This design comes from an exercise in tuning for small area, a short achievable clock period and few clock cycles per item on the open sky130 flow, not from production work. The RTL was checked by simulation tests, not by an equivalence proof against the original design. Power is estimated from default activity; no workload was simulated.

Design irig_tce, start of the top module:
module irig_tce (
    input  wire        clk,
    input  wire        rst,
    input  wire        load,
    input  wire        tick,
    input  wire [1:0]  rc,           
    output reg         cmd_ready,
    input  wire        tbl_we,
    input  wire [6:0]  tbl_addr,
    input  wire [7:0]  tbl_wdata,
    input  wire        cfg_irig,
    input  wire        cfg_year,
    input  wire        cfg_ieee,
    input  wire        leap_ins,
    input  wire        leap_del,
    input  wire [6:0]  leap_tyear,
    input  wire [8:0]  leap_tday,
    input  wire [4:0]  leap_thour,
    input  wire [5:0]  leap_tmin,
    input  wire        leap_warn,
    input  wire [6:0]  start_year,
    input  wire [8:0]  start_day,
    input  wire [4:0]  start_hour,
    input  wire [5:0]  start_min,
    input  wire [5:0]  start_sec,
    input  wire        dst_req,
    input  wire        dst_active0,
    input  wire [6:0]  dst_tyear,
    input  wire [8:0]  dst_tday,
    input  wire [4:0]  dst_thour,
    input  wire [5:0]  dst_tmin,
    input  wire        cfg_off_sign,
    input  wire [3:0]  cfg_off_hours,
    input  wire        cfg_off_half,
    input  wire [3:0]  tq,
    input  wire [3:0]  dut1,
    input  wire [10:0] fsync,
    input  wire [10:0] fhour,
    output reg         pd_valid,
    input  wire        pd_ready,
    output reg  [9:0]  pd_dur,
    output reg  [10:0] pd_freq,
    output reg  [1:0]  pd_level,
    output reg         fault,
    output reg  [2:0]  fcause,
    output reg  [6:0]  findex,
    output reg  [6:0]  ct_year,
    output reg  [8:0]  ct_day,
    output reg  [4:0]  ct_hour,
    output reg  [5:0]  ct_min,
    output reg  [5:0]  ct_sec,
    output reg         dst_active,
    output reg         dst_pend,
    output reg         off_sign,
    output reg  [3:0]  off_hours,
    output reg         off_half
);
Size: roughly 3200 cells after synthesis, about 42000 µm² of cells after synthesis.
==> flow/config.mk <==
export PLATFORM = sky130hd
export DESIGN_NAME = irig_tce
export DESIGN_NICKNAME = irig_tce
export VERILOG_FILES = /design/flow/design.v
export SDC_FILE = /design/flow/constraint.sdc
export NUM_CORES = 4
export LEC_CHECK = 0
export CAP_MARGIN = 20
export CORE_MARGIN = 2
export CORE_UTILIZATION = 40
export PLACE_DENSITY = 0.6
export SLEW_MARGIN = 20
==> flow/constraint.sdc <==
create_clock -name core_clock -period 13.0 [get_ports {clk}]
set_input_delay 2.6000 -clock core_clock [delete_from_list [all_inputs] [get_ports {clk}]]
set_output_delay 2.6000 -clock core_clock [all_outputs]
set_load 0.01 [all_outputs]
run.sh (not shown) runs the stock make flow with config.mk's settings and CLKGATE_MAP_FILE= SYNTH_SCRIPT=/design/flow/synth_recipe.tcl, a recipe that flattens the netlist after the stock synthesis.
Testbench counts at the start, summed over its fixed seeds: cycles 44,066, items 40,182.
Edit:
==> flow/flow/run.sh (new file) <==
#!/bin/bash
set -e
cat >> config.mk <<'EOC'
export SETUP_SLACK_MARGIN = 9.2
export TNS_END_PERCENT = 100
EOC
bash standard.sh > flow_standard.log 2>&1
==> flow/standard.sh (new file) <==
#!/bin/bash
# synth_recipe.tcl (not shown) runs the flow's synth.tcl, then flattens the netlist and writes it again
# the make line also repeats each setting of config.mk as NAME=value (left out here)
make -C /OpenROAD-flow-scripts/flow DESIGN_CONFIG=/design/flow/config.mk WORK_HOME=/design/flow/orfs CLKGATE_MAP_FILE= SYNTH_SCRIPT=/design/flow/synth_recipe.tcl "${@:-finish}"
SETUP_SLACK_MARGIN = 9.2   (was not set)
TNS_END_PERCENT = 100   (was not set)
removed: flow/run.sh
What happened: Clock power hardly moves; power goes up by 1.5%; routed wire length goes up by 7.4%; hold slack barely changes; area after synthesis stays the same; die area stays the same; global-route usage goes up by 1.1 points; setup slack improved by 1.1 ns; final cell count goes up by 3.3%; sequential share of layout area goes down by 2.7 points; count of clock-buffer cells in the layout goes down by 3.

Setup of onyx:
Another version of the RTL of irig_tce (not shown whole).
Size in the first run: roughly 3,300 cells after synthesis, roughly 950 flip-flops, ~230 I/O pins, roughly 0.042 sq mm of cells after synthesis.
Design irig_tce, start of the top module:
module irig_tce (
    input  wire        clk,
    input  wire        rst,
    input  wire        load,
    input  wire        tick,
    input  wire [1:0]  rc,           
    output reg         cmd_ready,
    input  wire        tbl_we,
    input  wire [6:0]  tbl_addr,
    input  wire [7:0]  tbl_wdata,
    input  wire        cfg_irig,
    input  wire        cfg_year,
    input  wire        cfg_ieee,
    input  wire        leap_ins,
    input  wire        leap_del,
    input  wire [6:0]  leap_tyear,
    input  wire [8:0]  leap_tday,
    input  wire [4:0]  leap_thour,
    input  wire [5:0]  leap_tmin,
    input  wire        leap_warn,
    input  wire [6:0]  start_year,
    input  wire [8:0]  start_day,
    input  wire [4:0]  start_hour,
    input  wire [5:0]  start_min,
    input  wire [5:0]  start_sec,
    input  wire        dst_req,
    input  wire        dst_active0,
    input  wire [6:0]  dst_tyear,
    input  wire [8:0]  dst_tday,
  ...
clock: 13.0 ns
lec_check: 0
cap_margin: 20
core_margin: 2
core_utilization: 40
place_density: 0.6
slew_margin: 20
setup_slack_margin: 9.2
tns_end_percent: 100
buffer_ports_args: -buffer_cell sky130_fd_sc_hd__buf_1
cts_args: -sink_clustering_enable -repair_clock_nets -sink_clustering_size 20 -sink_clustering_max_diameter 120 -buf_list sky130_fd_sc_hd__clkbuf_16 -dont_use_dummy_load
standard.sh (not shown) runs the stock make flow with config.mk's settings and CLKGATE_MAP_FILE= SYNTH_SCRIPT=/design/flow/synth_recipe.tcl, a recipe that flattens the netlist after the stock synthesis.
==> flow/flow/run.sh <==
#!/bin/bash
set -e
cat >> config.mk <<'EOC'
export SETUP_SLACK_MARGIN = 9.2
export TNS_END_PERCENT = 100
export BUFFER_PORTS_ARGS = -buffer_cell sky130_fd_sc_hd__buf_1
export CTS_ARGS = -sink_clustering_enable -repair_clock_nets -sink_clustering_size 20 -sink_clustering_max_diameter 120 -buf_list sky130_fd_sc_hd__clkbuf_16 -dont_use_dummy_load
EOC
bash standard.sh > flow_standard.log 2>&1
Testbench counts of onyx, summed over its fixed seeds: cycles 43,832, items 40,182.
Inputs modified between onyx and garnet:
==> flow/flow/run.sh <==
#!/bin/bash
set -e
cat >> config.mk <<'EOC'
export SETUP_SLACK_MARGIN = 9.05
export TNS_END_PERCENT = 100
export BUFFER_PORTS_ARGS = -buffer_cell sky130_fd_sc_hd__buf_1
export CTS_ARGS = -sink_clustering_enable -repair_clock_nets -sink_clustering_size 24 -sink_clustering_max_diameter 100 -buf_list sky130_fd_sc_hd__clkbuf_16 -dont_use_dummy_load
EOC
bash standard.sh > flow_standard.log 2>&1
==> flow/config.mk <==
export PLATFORM = sky130hd
export DESIGN_NAME = irig_tce
export DESIGN_NICKNAME = irig_tce
export VERILOG_FILES = /design/flow/design.v
export SDC_FILE = /design/flow/constraint.sdc
export NUM_CORES = 4
export LEC_CHECK = 0
export CAP_MARGIN = 20
export CORE_MARGIN = 2
export CORE_UTILIZATION = 60
export PLACE_DENSITY = 0.75
export SLEW_MARGIN = 20
export SETUP_SLACK_MARGIN = 9.05
export TNS_END_PERCENT = 100
export BUFFER_PORTS_ARGS = -buffer_cell sky130_fd_sc_hd__buf_1
export CTS_ARGS = -sink_clustering_enable -repair_clock_nets -sink_clustering_size 24 -sink_clustering_max_diameter 100 -buf_list sky130_fd_sc_hd__clkbuf_16 -dont_use_dummy_load
Results
Having completed the whole flow, garnet delivered a layout that passed the timing, design-rule and antenna checks.
Between onyx and garnet, share of the clock period used by the worst path is lower for onyx, garnet comes in above that.
Summary: power, garnet better than onyx
Post-layout worst setup margin was higher in onyx than in garnet.
In the reports for onyx and garnet, the smaller sequential share of layout area belongs to onyx.
What maple does differently from garnet at the input level:
-- flow/config.mk --
<<< garnet, line 9
export CORE_MARGIN = 2
export CORE_UTILIZATION = 60
export PLACE_DENSITY = 0.75
export SLEW_MARGIN = 20
>>> maple, line 9
export CORE_MARGIN = 2
export CORE_UTILIZATION = 40
export PLACE_DENSITY = 0.6
export SLEW_MARGIN = 20
Notes after the runs:
- For the clock latency reported for the late side of the worst-skew pair, maple came in 0.04 ns higher than garnet did.
- Cmp garnet and maple / clock network contribution to total cell area / higher: maple
- Compared to garnet, maple has clock network fraction of total power 0.7 points higher.
- Status: sequential cell area parity (maple, garnet)
- maple vs garnet: area of all placed cells without fillers up slightly
- On maple: ratio of final minimum period to clock period is 1.2 points lower than what garnet gave.
- garnet → maple: sequential share of layout area went down by 0.77 points; routed wire length went up by 2.3%; number of inserted diodes went down by 2.
- For garnet, the launching instance or port of the critical path was ct_hour[2], unlike maple, where it was ct_day[5].
Here is what was changed in the inputs of pepper compared with maple.
==> flow/flow/run.sh <==
#!/bin/bash
set -e
cat >> config.mk <<'EOC'
export SETUP_SLACK_MARGIN = 9.05
export TNS_END_PERCENT = 100
export BUFFER_PORTS_ARGS = -buffer_cell sky130_fd_sc_hd__buf_1
export CTS_ARGS = -sink_clustering_enable -repair_clock_nets -sink_clustering_size 28 -sink_clustering_max_diameter 110 -buf_list sky130_fd_sc_hd__clkbuf_16 -dont_use_dummy_load
EOC
bash standard.sh > flow_standard.log 2>&1
-- flow/config.mk --
<<< maple, line 15
export BUFFER_PORTS_ARGS = -buffer_cell sky130_fd_sc_hd__buf_1
export CTS_ARGS = -sink_clustering_enable -repair_clock_nets -sink_clustering_size 24 -sink_clustering_max_diameter 100 -buf_list sky130_fd_sc_hd__clkbuf_16 -dont_use_dummy_load
>>> pepper, line 15
export BUFFER_PORTS_ARGS = -buffer_cell sky130_fd_sc_hd__buf_1
export CTS_ARGS = -sink_clustering_enable -repair_clock_nets -sink_clustering_size 28 -sink_clustering_max_diameter 110 -buf_list sky130_fd_sc_hd__clkbuf_16 -dont_use_dummy_load
==> comparison <==
pepper completed every stage of the flow, and the final layout passed the timing, design-rule and antenna checks. Worst-case setup margin in the final layout: pepper and maple compared, lower one is maple. On layout buffering overhead excluding clock cells, pepper tracks maple almost exactly. ~same global-route usage in pepper and maple. Maximum frequency essentially unchanged between maple and pepper. sky130_fd_sc_hd__or3_4 as the worst-path cell with the longest stage delay was reported by pepper, and sky130_fd_sc_hd__edfxtp_1 by maple.

## afterwards: timing with drivers on the ports
The flow's constraints put no driver on any port. The routed layouts listed below were extracted and timed again, unchanged, in two steps.
Step 1 assumes that a clkbuf_16 drives the clock port and a buf_2 every other input.
Step 2 adds t to the input delays and takes it off the output delays; t is the mean of the earliest and latest rising clock arrival at the registers after step 1. Input paths then give back, and output paths get back, about the clock's delay inside the block.
Three values: ideal, step 1, step 2; two values: the first two.
run	t, ns	setup WS [ns]	worst setup path after step 2
the first run of note 1	0.728	7.836 / 7.851 / 7.123	input to register
the second run of note 1	0.734	8.964 / 8.894 / 8.412	input to register
onyx	0.693	9.045 / 8.976 / 8.384	input to register
garnet	0.668	8.866 / 8.803 / 8.240	input to register
maple	0.686	9.021 / 8.954 / 8.348	input to register
pepper	0.671	9.031 / 8.970 / 8.379	input to register
After both steps every run listed still meets setup and hold. For the first run of note 1, which loses most, drivers alone change the setup slack by +0.015 ns; drivers and shift together by -0.713 ns.
